What follows belongs to an exercise in optimizing a design on an open flow for small area; a production flow would make more cautious choices. Function was checked by simulation only, so behaviour that the tests miss may differ from the original. Power figures rest on the tool's default switching activity, not on a simulated workload.

==> design/flow/design.v <==
module lpc_rom (
    input  wire        t,
    input  wire [3:0]  fld,
    input  wire [5:0]  code,
    output reg  [15:0] val
);
    always @* begin
        val = 16'h0000;
        case ({t, fld})
            {1'b0, 4'd0}: case (code)
                6'd0: val = 16'h0000;
                6'd1: val = 16'h0002;
                6'd2: val = 16'h0003;
                6'd3: val = 16'h0004;
                6'd4: val = 16'h0005;
                6'd5: val = 16'h0007;
                6'd6: val = 16'h000a;
                6'd7: val = 16'h000f;
                6'd8: val = 16'h0014;
                6'd9: val = 16'h0020;
                6'd10: val = 16'h0029;
                6'd11: val = 16'h0039;
                6'd12: val = 16'h0051;
                6'd13: val = 16'h0072;
                6'd14: val = 16'h00a1;
                6'd15: val = 16'h00ff;
                default: val = 16'h0000;
            endcase
            {1'b0, 4'd2}: case (code)
                6'd0: val = 16'h0000;
                6'd1: val = 16'h0010;
                6'd2: val = 16'h0011;
                6'd3: val = 16'h0012;
                6'd4: val = 16'h0013;
                6'd5: val = 16'h0014;
                6'd6: val = 16'h0015;
                6'd7: val = 16'h0016;
                6'd8: val = 16'h0017;
                6'd9: val = 16'h0018;
                6'd10: val = 16'h0019;
                6'd11: val = 16'h001a;
                6'd12: val = 16'h001b;
                6'd13: val = 16'h001c;
                6'd14: val = 16'h001d;
                6'd15: val = 16'h001e;
                6'd16: val = 16'h001f;
                6'd17: val = 16'h0020;
                6'd18: val = 16'h0021;
                6'd19: val = 16'h0022;
                6'd20: val = 16'h0023;
                6'd21: val = 16'h0024;
                6'd22: val = 16'h0025;
                6'd23: val = 16'h0026;
                6'd24: val = 16'h0027;
                6'd25: val = 16'h0028;
                6'd26: val = 16'h0029;
                6'd27: val = 16'h002a;
                6'd28: val = 16'h002b;
                6'd29: val = 16'h002d;
                6'd30: val = 16'h002f;
                6'd31: val = 16'h0031;
                6'd32: val = 16'h0033;
                6'd33: val = 16'h0035;
                6'd34: val = 16'h0036;
                6'd35: val = 16'h0039;
                6'd36: val = 16'h003b;
                6'd37: val = 16'h003d;
                6'd38: val = 16'h003f;
                6'd39: val = 16'h0042;
                6'd40: val = 16'h0045;
                6'd41: val = 16'h0047;
                6'd42: val = 16'h0049;
                6'd43: val = 16'h004d;
                6'd44: val = 16'h004f;
                6'd45: val = 16'h0051;
                6'd46: val = 16'h0055;
                6'd47: val = 16'h0057;
                6'd48: val = 16'h005c;
                6'd49: val = 16'h005f;
                6'd50: val = 16'h0063;
                6'd51: val = 16'h0066;
                6'd52: val = 16'h006a;
                6'd53: val = 16'h006e;
                6'd54: val = 16'h0073;
                6'd55: val = 16'h0077;
                6'd56: val = 16'h007b;
                6'd57: val = 16'h0080;
                6'd58: val = 16'h0085;
                6'd59: val = 16'h008a;
                6'd60: val = 16'h008f;
                6'd61: val = 16'h0095;
                6'd62: val = 16'h009a;
                6'd63: val = 16'h00a0;
                default: val = 16'h0000;
            endcase
            {1'b0, 4'd3}: case (code)
                6'd0: val = 16'h82c0;
                6'd1: val = 16'h8380;
                6'd2: val = 16'h83c0;
                6'd3: val = 16'h8440;
                6'd4: val = 16'h84c0;
                6'd5: val = 16'h8540;
                6'd6: val = 16'h8600;
                6'd7: val = 16'h8780;
                6'd8: val = 16'h8880;
                6'd9: val = 16'h8980;
                6'd10: val = 16'h8ac0;
                6'd11: val = 16'h8c00;
                6'd12: val = 16'h8d40;
                6'd13: val = 16'h8f00;
                6'd14: val = 16'h90c0;
                6'd15: val = 16'h92c0;
                6'd16: val = 16'h9900;
                6'd17: val = 16'ha140;
                6'd18: val = 16'hab80;
                6'd19: val = 16'hb840;
                6'd20: val = 16'hc740;
                6'd21: val = 16'hd8c0;
                6'd22: val = 16'hebc0;
                6'd23: val = 16'h0000;
                6'd24: val = 16'h1440;
                6'd25: val = 16'h2740;
                6'd26: val = 16'h38c0;
                6'd27: val = 16'h47c0;
                6'd28: val = 16'h5480;
                6'd29: val = 16'h5ec0;
                6'd30: val = 16'h6700;
                6'd31: val = 16'h6d40;
                default: val = 16'h0000;
            endcase
            {1'b0, 4'd4}: case (code)
                6'd0: val = 16'hae00;
                6'd1: val = 16'hb480;
                6'd2: val = 16'hbb80;
                6'd3: val = 16'hc340;
                6'd4: val = 16'hcb80;
                6'd5: val = 16'hd440;
                6'd6: val = 16'hddc0;
                6'd7: val = 16'he780;
                6'd8: val = 16'hf180;
                6'd9: val = 16'hfbc0;
                6'd10: val = 16'h0600;
                6'd11: val = 16'h1040;
                6'd12: val = 16'h1a40;
                6'd13: val = 16'h2400;
                6'd14: val = 16'h2d40;
                6'd15: val = 16'h3600;
                6'd16: val = 16'h3e40;
                6'd17: val = 16'h45c0;
                6'd18: val = 16'h4cc0;
                6'd19: val = 16'h5300;
                6'd20: val = 16'h5880;
                6'd21: val = 16'h5dc0;
                6'd22: val = 16'h6240;
                6'd23: val = 16'h6640;
                6'd24: val = 16'h69c0;
                6'd25: val = 16'h6cc0;
                6'd26: val = 16'h6f80;
                6'd27: val = 16'h71c0;
                6'd28: val = 16'h73c0;
                6'd29: val = 16'h7580;
                6'd30: val = 16'h7700;
                6'd31: val = 16'h7e80;
                default: val = 16'h0000;
            endcase
            {1'b0, 4'd5}: case (code)
                6'd0: val = 16'hff92;
                6'd1: val = 16'hff9f;
                6'd2: val = 16'hffad;
                6'd3: val = 16'hffba;
                6'd4: val = 16'hffc8;
                6'd5: val = 16'hffd5;
                6'd6: val = 16'hffe3;
                6'd7: val = 16'hfff0;
                6'd8: val = 16'hfffe;
                6'd9: val = 16'h000b;
                6'd10: val = 16'h0019;
                6'd11: val = 16'h0026;
                6'd12: val = 16'h0034;
                6'd13: val = 16'h0041;
                6'd14: val = 16'h004f;
                6'd15: val = 16'h005c;
                default: val = 16'h0000;
            endcase
            {1'b0, 4'd6}: case (code)
                6'd0: val = 16'hffae;
                6'd1: val = 16'hffbc;
                6'd2: val = 16'hffca;
                6'd3: val = 16'hffd8;
                6'd4: val = 16'hffe6;
                6'd5: val = 16'hfff4;
                6'd6: val = 16'h0001;
                6'd7: val = 16'h000f;
                6'd8: val = 16'h001d;
                6'd9: val = 16'h002b;
                6'd10: val = 16'h0039;
                6'd11: val = 16'h0047;
                6'd12: val = 16'h0055;
                6'd13: val = 16'h0063;
                6'd14: val = 16'h0071;
                6'd15: val = 16'h007e;
                default: val = 16'h0000;
            endcase
            {1'b0, 4'd7}: case (code)
                6'd0: val = 16'hffae;
                6'd1: val = 16'hffba;
                6'd2: val = 16'hffc5;
                6'd3: val = 16'hffd1;
                6'd4: val = 16'hffdd;
                6'd5: val = 16'hffe8;
                6'd6: val = 16'hfff4;
                6'd7: val = 16'hffff;
                6'd8: val = 16'h000b;
                6'd9: val = 16'h0017;
                6'd10: val = 16'h0022;
                6'd11: val = 16'h002e;
                6'd12: val = 16'h0039;
                6'd13: val = 16'h0045;
                6'd14: val = 16'h0051;
                6'd15: val = 16'h005c;
                default: val = 16'h0000;
            endcase
            {1'b0, 4'd8}: case (code)
                6'd0: val = 16'hffc0;
                6'd1: val = 16'hffcb;
                6'd2: val = 16'hffd6;
                6'd3: val = 16'hffe1;
                6'd4: val = 16'hffec;
                6'd5: val = 16'hfff7;
                6'd6: val = 16'h0003;
                6'd7: val = 16'h000e;
                6'd8: val = 16'h0019;
                6'd9: val = 16'h0024;
                6'd10: val = 16'h002f;
                6'd11: val = 16'h003a;
                6'd12: val = 16'h0045;
                6'd13: val = 16'h0050;
                6'd14: val = 16'h005b;
                6'd15: val = 16'h0066;
                default: val = 16'h0000;
            endcase
            {1'b0, 4'd9}: case (code)
                6'd0: val = 16'hffb3;
                6'd1: val = 16'hffbf;
                6'd2: val = 16'hffcb;
                6'd3: val = 16'hffd7;
                6'd4: val = 16'hffe3;
                6'd5: val = 16'hffef;
                6'd6: val = 16'hfffb;
                6'd7: val = 16'h0007;
                6'd8: val = 16'h0013;
                6'd9: val = 16'h001f;
                6'd10: val = 16'h002b;
                6'd11: val = 16'h0037;
                6'd12: val = 16'h0043;
                6'd13: val = 16'h004f;
                6'd14: val = 16'h005a;
                6'd15: val = 16'h0066;
                default: val = 16'h0000;
            endcase
            {1'b0, 4'd10}: case (code)
                6'd0: val = 16'hffc0;
                6'd1: val = 16'hffd8;
                6'd2: val = 16'hfff0;
                6'd3: val = 16'h0007;
                6'd4: val = 16'h001f;
                6'd5: val = 16'h0037;
                6'd6: val = 16'h004f;
                6'd7: val = 16'h0066;
                default: val = 16'h0000;
            endcase
            {1'b0, 4'd11}: case (code)
                6'd0: val = 16'hffc0;
                6'd1: val = 16'hffd4;
                6'd2: val = 16'hffe8;
                6'd3: val = 16'hfffc;
                6'd4: val = 16'h0010;
                6'd5: val = 16'h0025;
                6'd6: val = 16'h0039;
                6'd7: val = 16'h004d;
                default: val = 16'h0000;
            endcase
            {1'b0, 4'd12}: case (code)
                6'd0: val = 16'hffcd;
                6'd1: val = 16'hffdf;
                6'd2: val = 16'hfff1;
                6'd3: val = 16'h0004;
                6'd4: val = 16'h0016;
                6'd5: val = 16'h0020;
                6'd6: val = 16'h003a;
                6'd7: val = 16'h004d;
                default: val = 16'h0000;
            endcase
            {1'b1, 4'd0}: case (code)
                6'd0: val = 16'h0000;
                6'd1: val = 16'h0001;
                6'd2: val = 16'h0002;
                6'd3: val = 16'h0003;
                6'd4: val = 16'h0004;
                6'd5: val = 16'h0006;
                6'd6: val = 16'h0008;
                6'd7: val = 16'h000b;
                6'd8: val = 16'h0010;
                6'd9: val = 16'h0017;
                6'd10: val = 16'h0021;
                6'd11: val = 16'h002f;
                6'd12: val = 16'h003f;
                6'd13: val = 16'h0055;
                6'd14: val = 16'h0072;
                6'd15: val = 16'h0000;
                default: val = 16'h0000;
            endcase
            {1'b1, 4'd2}: case (code)
                6'd0: val = 16'h0000;
                6'd1: val = 16'h0029;
                6'd2: val = 16'h002b;
                6'd3: val = 16'h002d;
                6'd4: val = 16'h002f;
                6'd5: val = 16'h0031;
                6'd6: val = 16'h0033;
                6'd7: val = 16'h0035;
                6'd8: val = 16'h0037;
                6'd9: val = 16'h003a;
                6'd10: val = 16'h003c;
                6'd11: val = 16'h003f;
                6'd12: val = 16'h0042;
                6'd13: val = 16'h0046;
                6'd14: val = 16'h0049;
                6'd15: val = 16'h004c;
                6'd16: val = 16'h004f;
                6'd17: val = 16'h0053;
                6'd18: val = 16'h0057;
                6'd19: val = 16'h005a;
                6'd20: val = 16'h005e;
                6'd21: val = 16'h0063;
                6'd22: val = 16'h0067;
                6'd23: val = 16'h0068;
                6'd24: val = 16'h0070;
                6'd25: val = 16'h0076;
                6'd26: val = 16'h007b;
                6'd27: val = 16'h0081;
                6'd28: val = 16'h0086;
                6'd29: val = 16'h008c;
                6'd30: val = 16'h0093;
                6'd31: val = 16'h0099;
                default: val = 16'h0000;
            endcase
            {1'b1, 4'd3}: case (code)
                6'd0: val = 16'h82c0;
                6'd1: val = 16'h83c0;
                6'd2: val = 16'h84c0;
                6'd3: val = 16'h8600;
                6'd4: val = 16'h8800;
                6'd5: val = 16'h8a40;
                6'd6: val = 16'h8d00;
                6'd7: val = 16'h9080;
                6'd8: val = 16'h9540;
                6'd9: val = 16'h9ac0;
                6'd10: val = 16'ha180;
                6'd11: val = 16'haa00;
                6'd12: val = 16'hb3c0;
                6'd13: val = 16'hbf40;
                6'd14: val = 16'hcc80;
                6'd15: val = 16'hdb00;
                6'd16: val = 16'hea80;
                6'd17: val = 16'hfac0;
                6'd18: val = 16'h0b40;
                6'd19: val = 16'h1b80;
                6'd20: val = 16'h2ac0;
                6'd21: val = 16'h38c0;
                6'd22: val = 16'h4540;
                6'd23: val = 16'h5000;
                6'd24: val = 16'h5940;
                6'd25: val = 16'h6100;
                6'd26: val = 16'h6740;
                6'd27: val = 16'h6c80;
                6'd28: val = 16'h70c0;
                6'd29: val = 16'h7400;
                6'd30: val = 16'h7680;
                6'd31: val = 16'h7c80;
                default: val = 16'h0000;
            endcase
            {1'b1, 4'd4}: case (code)
                6'd0: val = 16'ha8c0;
                6'd1: val = 16'hae00;
                6'd2: val = 16'hb3c0;
                6'd3: val = 16'hba00;
                6'd4: val = 16'hc100;
                6'd5: val = 16'hc840;
                6'd6: val = 16'hd000;
                6'd7: val = 16'hd880;
                6'd8: val = 16'he100;
                6'd9: val = 16'hea00;
                6'd10: val = 16'hf340;
                6'd11: val = 16'hfc80;
                6'd12: val = 16'h05c0;
                6'd13: val = 16'h0f00;
                6'd14: val = 16'h1840;
                6'd15: val = 16'h2140;
                6'd16: val = 16'h29c0;
                6'd17: val = 16'h31c0;
                6'd18: val = 16'h3980;
                6'd19: val = 16'h40c0;
                6'd20: val = 16'h4780;
                6'd21: val = 16'h4d80;
                6'd22: val = 16'h5340;
                6'd23: val = 16'h5880;
                6'd24: val = 16'h5d00;
                6'd25: val = 16'h6140;
                6'd26: val = 16'h6500;
                6'd27: val = 16'h6840;
                6'd28: val = 16'h6b40;
                6'd29: val = 16'h6dc0;
                6'd30: val = 16'h7040;
                6'd31: val = 16'h7e80;
                default: val = 16'h0000;
            endcase
            {1'b1, 4'd5}: case (code)
                6'd0: val = 16'hff92;
                6'd1: val = 16'hff9f;
                6'd2: val = 16'hffad;
                6'd3: val = 16'hffba;
                6'd4: val = 16'hffc8;
                6'd5: val = 16'hffd5;
                6'd6: val = 16'hffe3;
                6'd7: val = 16'hfff0;
                6'd8: val = 16'hfffe;
                6'd9: val = 16'h000b;
                6'd10: val = 16'h0019;
                6'd11: val = 16'h0026;
                6'd12: val = 16'h0034;
                6'd13: val = 16'h0041;
                6'd14: val = 16'h004f;
                6'd15: val = 16'h005c;
                default: val = 16'h0000;
            endcase
            {1'b1, 4'd6}: case (code)
                6'd0: val = 16'hffae;
                6'd1: val = 16'hffbc;
                6'd2: val = 16'hffca;
                6'd3: val = 16'hffd8;
                6'd4: val = 16'hffe6;
                6'd5: val = 16'hfff4;
                6'd6: val = 16'h0001;
                6'd7: val = 16'h000f;
                6'd8: val = 16'h001d;
                6'd9: val = 16'h002b;
                6'd10: val = 16'h0039;
                6'd11: val = 16'h0047;
                6'd12: val = 16'h0055;
                6'd13: val = 16'h0063;
                6'd14: val = 16'h0071;
                6'd15: val = 16'h007e;
                default: val = 16'h0000;
            endcase
            {1'b1, 4'd7}: case (code)
                6'd0: val = 16'hffae;
                6'd1: val = 16'hffba;
                6'd2: val = 16'hffc5;
                6'd3: val = 16'hffd1;
                6'd4: val = 16'hffdd;
                6'd5: val = 16'hffe8;
                6'd6: val = 16'hfff4;
                6'd7: val = 16'hffff;
                6'd8: val = 16'h000b;
                6'd9: val = 16'h0017;
                6'd10: val = 16'h0022;
                6'd11: val = 16'h002e;
                6'd12: val = 16'h0039;
                6'd13: val = 16'h0045;
                6'd14: val = 16'h0051;
                6'd15: val = 16'h005c;
                default: val = 16'h0000;
            endcase
            {1'b1, 4'd8}: case (code)
                6'd0: val = 16'hffc0;
                6'd1: val = 16'hffcb;
                6'd2: val = 16'hffd6;
                6'd3: val = 16'hffe1;
                6'd4: val = 16'hffec;
                6'd5: val = 16'hfff7;
                6'd6: val = 16'h0003;
                6'd7: val = 16'h000e;
                6'd8: val = 16'h0019;
                6'd9: val = 16'h0024;
                6'd10: val = 16'h002f;
                6'd11: val = 16'h003a;
                6'd12: val = 16'h0045;
                6'd13: val = 16'h0050;
                6'd14: val = 16'h005b;
                6'd15: val = 16'h0066;
                default: val = 16'h0000;
            endcase
            {1'b1, 4'd9}: case (code)
                6'd0: val = 16'hffb3;
                6'd1: val = 16'hffbf;
                6'd2: val = 16'hffcb;
                6'd3: val = 16'hffd7;
                6'd4: val = 16'hffe3;
                6'd5: val = 16'hffef;
                6'd6: val = 16'hfffb;
                6'd7: val = 16'h0007;
                6'd8: val = 16'h0013;
                6'd9: val = 16'h001f;
                6'd10: val = 16'h002b;
                6'd11: val = 16'h0037;
                6'd12: val = 16'h0043;
                6'd13: val = 16'h004f;
                6'd14: val = 16'h005a;
                6'd15: val = 16'h0066;
                default: val = 16'h0000;
            endcase
            {1'b1, 4'd10}: case (code)
                6'd0: val = 16'hffc0;
                6'd1: val = 16'hffd8;
                6'd2: val = 16'hfff0;
                6'd3: val = 16'h0007;
                6'd4: val = 16'h001f;
                6'd5: val = 16'h0037;
                6'd6: val = 16'h004f;
                6'd7: val = 16'h0066;
                default: val = 16'h0000;
            endcase
            {1'b1, 4'd11}: case (code)
                6'd0: val = 16'hffc0;
                6'd1: val = 16'hffd4;
                6'd2: val = 16'hffe8;
                6'd3: val = 16'hfffc;
                6'd4: val = 16'h0010;
                6'd5: val = 16'h0025;
                6'd6: val = 16'h0039;
                6'd7: val = 16'h004d;
                default: val = 16'h0000;
            endcase
            {1'b1, 4'd12}: case (code)
                6'd0: val = 16'hffcd;
                6'd1: val = 16'hffdf;
                6'd2: val = 16'hfff1;
                6'd3: val = 16'h0004;
                6'd4: val = 16'h0016;
                6'd5: val = 16'h0020;
                6'd6: val = 16'h003a;
                6'd7: val = 16'h004d;
                default: val = 16'h0000;
            endcase
            default: val = 16'h0000;
        endcase
    end
endmodule
module lpc_wave (
    input  wire [5:0] idx,
    output reg  [7:0] val
);
    always @* begin
        case (idx)
            6'd0: val = 8'h00;
            6'd1: val = 8'h2a;
            6'd2: val = 8'hd4;
            6'd3: val = 8'h32;
            6'd4: val = 8'hb2;
            6'd5: val = 8'h12;
            6'd6: val = 8'h25;
            6'd7: val = 8'h14;
            6'd8: val = 8'h02;
            6'd9: val = 8'he1;
            6'd10: val = 8'hc5;
            6'd11: val = 8'h02;
            6'd12: val = 8'h5f;
            6'd13: val = 8'h5a;
            6'd14: val = 8'h05;
            6'd15: val = 8'h0f;
            6'd16: val = 8'h26;
            6'd17: val = 8'hfc;
            6'd18: val = 8'ha5;
            6'd19: val = 8'ha5;
            6'd20: val = 8'hd6;
            6'd21: val = 8'hdd;
            6'd22: val = 8'hdc;
            6'd23: val = 8'hfc;
            6'd24: val = 8'h25;
            6'd25: val = 8'h2b;
            6'd26: val = 8'h22;
            6'd27: val = 8'h21;
            6'd28: val = 8'h0f;
            6'd29: val = 8'hff;
            6'd30: val = 8'hf8;
            6'd31: val = 8'hee;
            6'd32: val = 8'hed;
            6'd33: val = 8'hef;
            6'd34: val = 8'hf7;
            6'd35: val = 8'hf6;
            6'd36: val = 8'hfa;
            6'd37: val = 8'h00;
            6'd38: val = 8'h03;
            6'd39: val = 8'h02;
            6'd40: val = 8'h01;
            default: val = 8'h00;
        endcase
    end
endmodule
module lpc_synth (
    input  wire        clk,
    input  wire        rst,
    input  wire        start,
    input  wire        mode,
    input  wire [15:0] base,
    input  wire        next,
    output wire [15:0] rom_addr,
    input  wire [7:0]  rom_data,
    output wire        ready,
    output wire        sample_valid,
    output wire [15:0] sample,
    output wire        has_next
);
    localparam S_IDLE   = 2'd0;
    localparam S_DECODE = 2'd1;
    localparam S_CALC   = 2'd2;
    localparam F_E   = 4'd0;
    localparam F_R   = 4'd1;
    localparam F_P   = 4'd2;
    localparam F_K1  = 4'd3;
    localparam F_K4  = 4'd6;
    localparam F_K10 = 4'd12;
    reg  [1:0]  state;
    reg  [15:0] base_r;
    reg         mode_r;
    reg  [15:0] cur;
    reg  [2:0]  bitp;
    reg         byte_ok;      
    reg  [3:0]  fld;
    reg  [5:0]  acc;
    reg  [2:0]  nleft;        
    reg         rflag;
    reg  [7:0]  fpos;
    reg  [15:0] energy;
    reg  [7:0]  period;
    reg  signed [15:0] k1, k2;
    reg  signed [7:0]  k3, k4, k5, k6, k7, k8, k9, k10;
    reg  [7:0]  ppos;
    reg  [15:0] lfsr;
    reg  signed [15:0] x0, x1, x2, x3, x4, x5, x6, x7, x8, x9;
    reg         fin;
    reg  [15:0] sample_r;
    reg         valid_r;
    assign rom_addr     = base_r + cur;
    assign ready        = (state == S_IDLE);
    assign sample_valid = valid_r;
    assign sample       = sample_r;
    assign has_next     = ~fin;
    wire accept_start = ready & start;
    wire accept_next  = ready & next & ~start;
    wire        cur_bit   = rom_data[bitp];
    wire [5:0]  field_val = {acc[4:0], cur_bit};
    wire        field_end = byte_ok && (nleft == 3'd1);
    wire [15:0] tab_val;
    lpc_rom u_rom (
        .t    (mode_r),
        .fld  (fld),
        .code (field_val),
        .val  (tab_val)
    );
    reg  [2:0] next_width;
    always @* begin
        case (fld + 4'd1)
            F_R:                  next_width = 3'd1;
            F_P:                  next_width = mode_r ? 3'd5 : 3'd6;
            4'd3, 4'd4:           next_width = 3'd5;
            4'd5, 4'd6, 4'd7,
            4'd8, 4'd9:           next_width = 3'd4;
            default:              next_width = 3'd3;
        endcase
    end
    wire [5:0]  widx = (ppos < 8'd41) ? ppos[5:0] : 6'd0;
    wire [7:0]  wval;
    lpc_wave u_wave (
        .idx (widx),
        .val (wval)
    );
    wire signed [24:0] vprod = $signed(wval) * $signed({1'b0, energy});
    wire [15:0] voiced_u10 = vprod[23:8];
    wire [15:0] lfsr_sh   = {1'b0, lfsr[15:1]};
    wire [15:0] lfsr_next = lfsr[0] ? (lfsr_sh ^ 16'hB800) : lfsr_sh;
    wire [15:0] unvoiced_u10 = lfsr_next[0] ? energy : (16'd0 - energy);
    wire        voiced = (period != 8'd0);
    wire signed [15:0] u10 = voiced ? voiced_u10 : unvoiced_u10;
    wire [8:0]  ppos_inc  = {1'b0, ppos} + 9'd1;
    wire [7:0]  ppos_next = (ppos_inc >= {1'b0, period}) ? 8'd0 : ppos_inc[7:0];
    wire signed [23:0] pf10 = k10 * x9;
    wire signed [23:0] pf9  = k9  * x8;
    wire signed [23:0] pf8  = k8  * x7;
    wire signed [23:0] pf7  = k7  * x6;
    wire signed [23:0] pf6  = k6  * x5;
    wire signed [23:0] pf5  = k5  * x4;
    wire signed [23:0] pf4  = k4  * x3;
    wire signed [23:0] pf3  = k3  * x2;
    wire signed [31:0] pf2  = k2  * x1;
    wire signed [31:0] pf1  = k1  * x0;
    wire signed [15:0] tf10 = $signed(pf10[15:0]) >>> 7;
    wire signed [15:0] tf9  = $signed(pf9[15:0])  >>> 7;
    wire signed [15:0] tf8  = $signed(pf8[15:0])  >>> 7;
    wire signed [15:0] tf7  = $signed(pf7[15:0])  >>> 7;
    wire signed [15:0] tf6  = $signed(pf6[15:0])  >>> 7;
    wire signed [15:0] tf5  = $signed(pf5[15:0])  >>> 7;
    wire signed [15:0] tf4  = $signed(pf4[15:0])  >>> 7;
    wire signed [15:0] tf3  = $signed(pf3[15:0])  >>> 7;
    wire signed [15:0] tf2  = pf2[30:15];
    wire signed [15:0] tf1  = pf1[30:15];
    wire signed [15:0] u9 = u10 - tf10;
    wire signed [15:0] u8 = u9  - tf9;
    wire signed [15:0] u7 = u8  - tf8;
    wire signed [15:0] u6 = u7  - tf7;
    wire signed [15:0] u5 = u6  - tf6;
    wire signed [15:0] u4 = u5  - tf5;
    wire signed [15:0] u3 = u4  - tf4;
    wire signed [15:0] u2 = u3  - tf3;
    wire signed [15:0] u1 = u2  - tf2;
    wire signed [15:0] u0 = u1  - tf1;
    wire signed [15:0] u0c = (u0 < -16'sd512) ? -16'sd512 :
                             (u0 >  16'sd511) ?  16'sd511 : u0;
    wire signed [23:0] pr9 = k9 * u8;
    wire signed [23:0] pr8 = k8 * u7;
    wire signed [23:0] pr7 = k7 * u6;
    wire signed [23:0] pr6 = k6 * u5;
    wire signed [23:0] pr5 = k5 * u4;
    wire signed [23:0] pr4 = k4 * u3;
    wire signed [23:0] pr3 = k3 * u2;
    wire signed [31:0] pr2 = k2 * u1;
    wire signed [31:0] pr1 = k1 * u0c;
    wire signed [15:0] tr9 = $signed(pr9[15:0]) >>> 7;
    wire signed [15:0] tr8 = $signed(pr8[15:0]) >>> 7;
    wire signed [15:0] tr7 = $signed(pr7[15:0]) >>> 7;
    wire signed [15:0] tr6 = $signed(pr6[15:0]) >>> 7;
    wire signed [15:0] tr5 = $signed(pr5[15:0]) >>> 7;
    wire signed [15:0] tr4 = $signed(pr4[15:0]) >>> 7;
    wire signed [15:0] tr3 = $signed(pr3[15:0]) >>> 7;
    wire signed [15:0] tr2 = pr2[30:15];
    wire signed [15:0] tr1 = pr1[30:15];
    always @(posedge clk) begin
        valid_r <= 1'b0;
        if (rst || accept_start) begin
            state    <= S_IDLE;
            base_r   <= rst ? 16'd0 : base;
            mode_r   <= rst ? 1'b0  : mode;
            fld      <= F_E;
            acc      <= 6'd0;
            nleft    <= 3'd4;
            rflag    <= 1'b0;
            if (rst)
                sample_r <= 16'd0;
            cur      <= 16'd0;
            bitp     <= 3'd0;
            byte_ok  <= 1'b0;
            fpos     <= 8'd0;
            energy   <= 16'd0;
            period   <= 8'd0;
            k1 <= 16'sd0; k2 <= 16'sd0;
            k3 <= 8'sd0; k4 <= 8'sd0; k5 <= 8'sd0; k6 <= 8'sd0;
            k7 <= 8'sd0; k8 <= 8'sd0; k9 <= 8'sd0; k10 <= 8'sd0;
            x0 <= 16'sd0; x1 <= 16'sd0; x2 <= 16'sd0; x3 <= 16'sd0; x4 <= 16'sd0;
            x5 <= 16'sd0; x6 <= 16'sd0; x7 <= 16'sd0; x8 <= 16'sd0; x9 <= 16'sd0;
            ppos     <= 8'd0;
            lfsr     <= 16'd1;
            fin      <= 1'b0;
        end else begin
            byte_ok <= 1'b1;
            case (state)
            S_IDLE: begin
                if (accept_next) begin
                    if (fin) begin
                        sample_r <= 16'd0;
                        valid_r  <= 1'b1;
                    end else if (fpos == 8'd0) begin
                        state <= S_DECODE;
                        fld   <= F_E;
                        acc   <= 6'd0;
                        nleft <= 3'd4;
                    end else begin
                        state <= S_CALC;
                    end
                end
            end
            S_DECODE: begin
                if (byte_ok) begin
                    if (bitp == 3'd7) begin
                        bitp    <= 3'd0;
                        cur     <= cur + 16'd1;
                        byte_ok <= 1'b0;
                    end else begin
                        bitp <= bitp + 3'd1;
                    end
                    acc   <= field_val;
                    nleft <= nleft - 3'd1;
                end
                if (field_end) begin
                    acc   <= 6'd0;
                    nleft <= next_width;
                    fld   <= fld + 4'd1;
                    case (fld)
                    F_E: begin
                        if (field_val[3:0] == 4'd0) begin
                            energy <= 16'd0;
                            period <= 8'd0;
                            state  <= S_CALC;
                        end else if (field_val[3:0] == 4'd15) begin
                            energy <= 16'd0;
                            k1 <= 16'sd0; k2 <= 16'sd0;
                            k3 <= 8'sd0; k4 <= 8'sd0; k5 <= 8'sd0; k6 <= 8'sd0;
                            k7 <= 8'sd0; k8 <= 8'sd0; k9 <= 8'sd0; k10 <= 8'sd0;
                            fin      <= 1'b1;
                            sample_r <= 16'd0;
                            valid_r  <= 1'b1;
                            state    <= S_IDLE;
                        end else begin
                            energy <= tab_val;
                        end
                    end
                    F_R: rflag <= field_val[0];
                    F_P: begin
                        period <= tab_val[7:0];
                        if (rflag) begin
                            if (tab_val[7:0] == 8'd0) begin
                                k5 <= 8'sd0; k6 <= 8'sd0; k7 <= 8'sd0;
                                k8 <= 8'sd0; k9 <= 8'sd0; k10 <= 8'sd0;
                            end
                            state <= S_CALC;
                        end
                    end
                    4'd3:  k1  <= tab_val;
                    4'd4:  k2  <= tab_val;
                    4'd5:  k3  <= tab_val[7:0];
                    4'd6:  k4  <= tab_val[7:0];
                    4'd7:  k5  <= tab_val[7:0];
                    4'd8:  k6  <= tab_val[7:0];
                    4'd9:  k7  <= tab_val[7:0];
                    4'd10: k8  <= tab_val[7:0];
                    4'd11: k9  <= tab_val[7:0];
                    default: begin
                        k10   <= tab_val[7:0];
                        state <= S_CALC;
                    end
                    endcase
                    if (fld == F_K4 && period == 8'd0) begin
                        k5 <= 8'sd0; k6 <= 8'sd0; k7 <= 8'sd0;
                        k8 <= 8'sd0; k9 <= 8'sd0; k10 <= 8'sd0;
                        state <= S_CALC;
                    end
                end
            end
            S_CALC: begin
                fpos <= (fpos == 8'd199) ? 8'd0 : fpos + 8'd1;
                if (voiced)
                    ppos <= ppos_next;
                else
                    lfsr <= lfsr_next;
                x9 <= x8 + tr9;
                x8 <= x7 + tr8;
                x7 <= x6 + tr7;
                x6 <= x5 + tr6;
                x5 <= x4 + tr5;
                x4 <= x3 + tr4;
                x3 <= x2 + tr3;
                x2 <= x1 + tr2;
                x1 <= x0 + tr1;
                x0 <= u0c;
                sample_r <= {u0c[9:0], 6'd0};
                valid_r  <= 1'b1;
                state    <= S_IDLE;
            end
            default: state <= S_IDLE;
            endcase
        end
    end
endmodule
==> design/flow/run.sh <==
#!/bin/bash
# synth_recipe.tcl (not shown) runs the flow's synth.tcl, then flattens the netlist and writes it again
# the make line also repeats each setting of config.mk as NAME=value (left out here)
make -C /OpenROAD-flow-scripts/flow DESIGN_CONFIG=/design/flow/config.mk WORK_HOME=/design/flow/orfs CLKGATE_MAP_FILE= SYNTH_SCRIPT=/design/flow/synth_recipe.tcl finish
==> design/flow/config.mk <==
export PLATFORM = sky130hd
export DESIGN_NAME = lpc_synth
export DESIGN_NICKNAME = lpc_synth
export VERILOG_FILES = /design/flow/design.v
export SDC_FILE = /design/flow/constraint.sdc
export NUM_CORES = 4
export LEC_CHECK = 0
export CAP_MARGIN = 20
export CORE_MARGIN = 2
export CORE_UTILIZATION = 40
export SLEW_MARGIN = 20
==> design/flow/constraint.sdc <==
create_clock -name core_clock -period 50.0 [get_ports {clk}]
set_input_delay 10.0000 -clock core_clock [delete_from_list [all_inputs] [get_ports {clk}]]
set_output_delay 10.0000 -clock core_clock [all_outputs]
set_load 0.01 [all_outputs]
==> run summary <==
Critical Path RT=50.60 ns; Setup Viol. Count Final=0; Worst Skew=0.04945 ns; Post-CTS Resized=0; DR iter-0 viols=5006; Min-Delay Path Depth=2; port bufs=57; Synth area leaders=fa_1 36%, ha_1 13%, inv_1 8.6%; MaxCap Viol Count=0; number of post-CTS setup repair buffers=0; Slew @ Worst Pin=1.280 ns; die extent in x=534.6 um; routed via count=84580; largest net degree at the start of global routing=125; total leakage power=0.05330 uW; Placement Rows=194; total gr overflow=0; Yosys top cell by area=fa_1; CP Data Arrival Time=31.39 ns; slowest cell on the critical path=xnor2_2; initial antenna violation count=2; detailed placement HPWL=234.3 mm; RSZ-0062 raised after global routing=no; dominant synthesized flop cell=dfxtp_1; flops & latches, synth=376; fillcell total=28120; wire per inst=18.02 um; DRC viols=0; Placeable Area=279600 um2; top cell type's share of synthesized area=0.3592; Worst R2R Start=ppos[1]$_SDFFE_PN0P_; async set-reset flop share out of synthesis=0; setup TNS=0 ns; Worst path max stage delay=0.87 ns; via/cell ratio=5.070; clock tree sinks=376; CTS clk-pin slew, worst paths=0.06 ns; cells after synthesis=13140; mapped cell area=112600 um2; f_max=0.03248 GHz; EDFF count, synth=27; GP Congestion=0.9483; TritonRoute pass-1 iters=12; Post-DRT Antenna Nets=0; Startpoint Class=register; Worst R2R Path Depth=111; global-route total usage across every layer=0.2147; Yosys warning count=3; reg2reg end=x1[15]$_SDFFE_PN0P_; fin nets=16160; layout cells sized above 1=0.02763; Max rail drop VDD=0.5966 mV; PwrDens=46.62 nW/um2; vias in the first global route=88020; Post-Synthesis Mean Instance Area=8.572 um2; die height=534.6 um; Top cell by count, worst path=ha_1; crit path max fanout=62; min Tclk post-route=30.79 ns; first-pass GRT wire length=494.0 mm; critical path class=reg2reg; H-tree levels=2; CTS Hold Bufs=0; Max-slew headroom=0.1390; Max Transition Viols Final=0; clk buf depth=3; Detailed Route WL=300.5 mm; CP startpoint=ppos[1]$_SDFFE_PN0P_; Multi-input gate area=93280 um2; hold endpoint=lfsr[4]$_SDFFE_PN0P_; Clk Latency, worst-skew pair=0.73 ns; r2r setup slk=19.21 ns; worst hold path type=reg2reg; outcome=timing/DRC/antenna clean; Die ar.=285800 um2; register area share after synthesis=0.06923; initial core utilization=0.4028; Sequential Area=7815 um2; unique cell type count in the Yosys netlist=91; worst min-delay path startpoint=lfsr[5]$_SDFFE_PN0P_; I/O pin cnt=64; Final Cycle Share=0.6158; Area growth syn-to-layout=5.893%; WHS=0.4507 ns; CTS tree=done; clk root buf=clkbuf_16; Hold Fails Final Rpt=0; Critical Path End Type=register; Num CTS Buffers=53
## critical path: cells and delay by family, from the launching register on
kind	cells	cell delay, ns
muxes	1	0.14
AOI/OAI and AO/OA	38	8.70
adders and majority gates	25	10.24
and+or+nand+nor	19	3.25
DFF	1	0.44
xor gates and xnor gates	16	6.12
buffers and inverters	12	1.66
## power by group
group	internal [uW]	switching, uW	total [uW]
clock	239	182	421
combinational	1700	3090	4790
sequential	316	36.5	352
## sequential cells by signal, summed over array words and instances (netlist names), 10 cells and up
| name | cells |
|---|---|
| x0 | 16 |
| x3 | 16 |
| k2 | 16 |
| x6 | 16 |
| lfsr | 16 |
| sample_r | 10 |
| x7 | 16 |
| x8 | 16 |
| base_r | 16 |
| cur | 16 |
| k1 | 16 |
| energy | 16 |
| x9 | 16 |
| x5 | 16 |
| x1 | 16 |
| x4 | 16 |
| x2 | 16 |
## per-stage QoR
stage / power, uW / std cells / instance area, um2 / setup slack (ns) / util
global placement: 5092 / 16580 / 117400 / 19.75 / 0.4198
CTS: 5625 / 16680 / 119300 / 19.23 / 0.4265
floorplan: 3632 / 13150 / 112700 / 24.62 / -
detailed placement: 5161 / 16580 / 117400 / 19.40 / 0.4198
finish: 5561 / 16680 / 119300 / 19.21 / 0.4265
global route: 6099 / 16680 / 119300 / 16.76 / 0.4265
## how the worst max path moves through the flow
stage / endpoint / slack, ns / cells after the start
finish: x1[15]$_SDFFE_PN0P_ / 19.21 / 111
global route: x1[15]$_SDFFE_PN0P_ / 16.76 / 117
CTS: x1[15]$_SDFFE_PN0P_ / 19.23 / 114
detailed placement: x1[15]$_SDFFE_PN0P_ / 19.40 / 114
global placement: x1[15]$_SDFFE_PN0P_ / 19.75 / 106
floorplan: x1[15]$_SDFFE_PN0P_ / 24.62 / 119
## synth_stat cells, types with 52 or more instances
cell type and instances:
xor2_1 190, clkbuf_1 492, a22oi_1 76, nand2_1 1271
mux2i_1 135, nand3_1 123, fa_1 2021, a21o_1 94
xnor2_1 507, o21bai_1 127, nand2b_1 252, nor2b_1 234
nor3_1 160, nor2_1 694, and2_1 1240, dfxtp_1 349
inv_1 2567, a211oi_1 52, o21a_1 142, ha_1 1194
o21ai_0 218, a21oi_1 488
## placed cells by master (no fill, tap or decap), drive strengths merged, types with 18 or more instances in the layout
cell type      instances
inv                 2574
fa                  2021
nand2               1271
and2                1242
ha                  1194
nor2                 694
xnor2                507
a21oi                492
dfxtp                349
nand2b               252
nor2b                234
o21ai                221
xor2                 190
buf                  189
nor3                 160
o21a                 142
mux2i                135
o21bai               131
nand3                123
a21o                  94
a22oi                 76
clkbuf                64
clkdlybuf4s50         57
a211oi                52
and3                  50
a31oi                 40
edfxtp                27
o211ai                25
nand4                 23
or3                   22
or2                   21
clkinv                18
## kinds of logic (layout without fill, tap and decap cells)
| kind of cell | count (synthesis) | after routing | share of synthesized area |
|---|---|---|---|
| AOI/OAI and AO/OA | 1452 | 1452 | 0.08265 |
| and+or+nand+nor | 4148 | 4148 | 0.1843 |
| adders and majority gates | 3215 | 3215 | 0.4918 |
| muxes | 142 | 142 | 0.01320 |
| other | 1 | 8 | 0.00003329 |
| buffers and inverters | 3105 | 2916 | 0.1038 |
| xor gates and xnor gates | 701 | 701 | 0.05502 |
| DFF | 376 | 376 | 0.06923 |
## per-layer routing
layer | track usage | vias to the layer above | share of wire | routed length (um)
li1 | - | 39910 | - | -
met1 | 0.2986 | 42320 | 0.46 | 137100
met2 | 0.3607 | 1943 | 0.47 | 141400
met3 | 0.01654 | 405 | 0.045 | 13670
met4 | 0.05477 | 0 | 0.028 | 8362
met5 | 0 | - | 0 | 0
## cell type report
| class | instances | share of cell area |
|---|---|---|
| multi-input cells | 9664 | 0.7821 |
| inverters | 2571 | 0.08098 |
| flip-flops and latches | 376 | 0.06552 |
| well taps | 3724 | 0.03907 |
| repair buffers | 246 | 0.01668 |
| clock buffers | 64 | 0.01206 |
| clock inverters | 35 | 0.003567 |
| diodes | 2 | 0.00004196 |

separate check: timing with driven ports:
How much do the figures lean on ideal ports? The routed layout below was timed once more, with nothing changed but the port constraints.
Step 1 (the two cells are an assumption about what drives the block):
set clk [get_ports {clk}]
set_driving_cell -lib_cell sky130_fd_sc_hd__clkbuf_16 $clk
set_driving_cell -lib_cell sky130_fd_sc_hd__buf_2 [delete_from_list [all_inputs] $clk]
Step 2 adds t to the input delays and takes it off the output delays; t is the mean of the earliest and latest rising clock arrival at the registers after step 1. Input paths then give back, and output paths get back, about the clock's delay inside the block.
Three values: ideal, step 1, step 2; two values: the first two.
shift t [ns]: 0.774
slack for setup (ns): 19.212 / 19.212 / 19.212
cell pins on the clock port's net: 1
After both steps this run still meets setup and hold. The setup slack of this run moves by 0.000 ns with the drivers and by 0.000 ns with both steps.
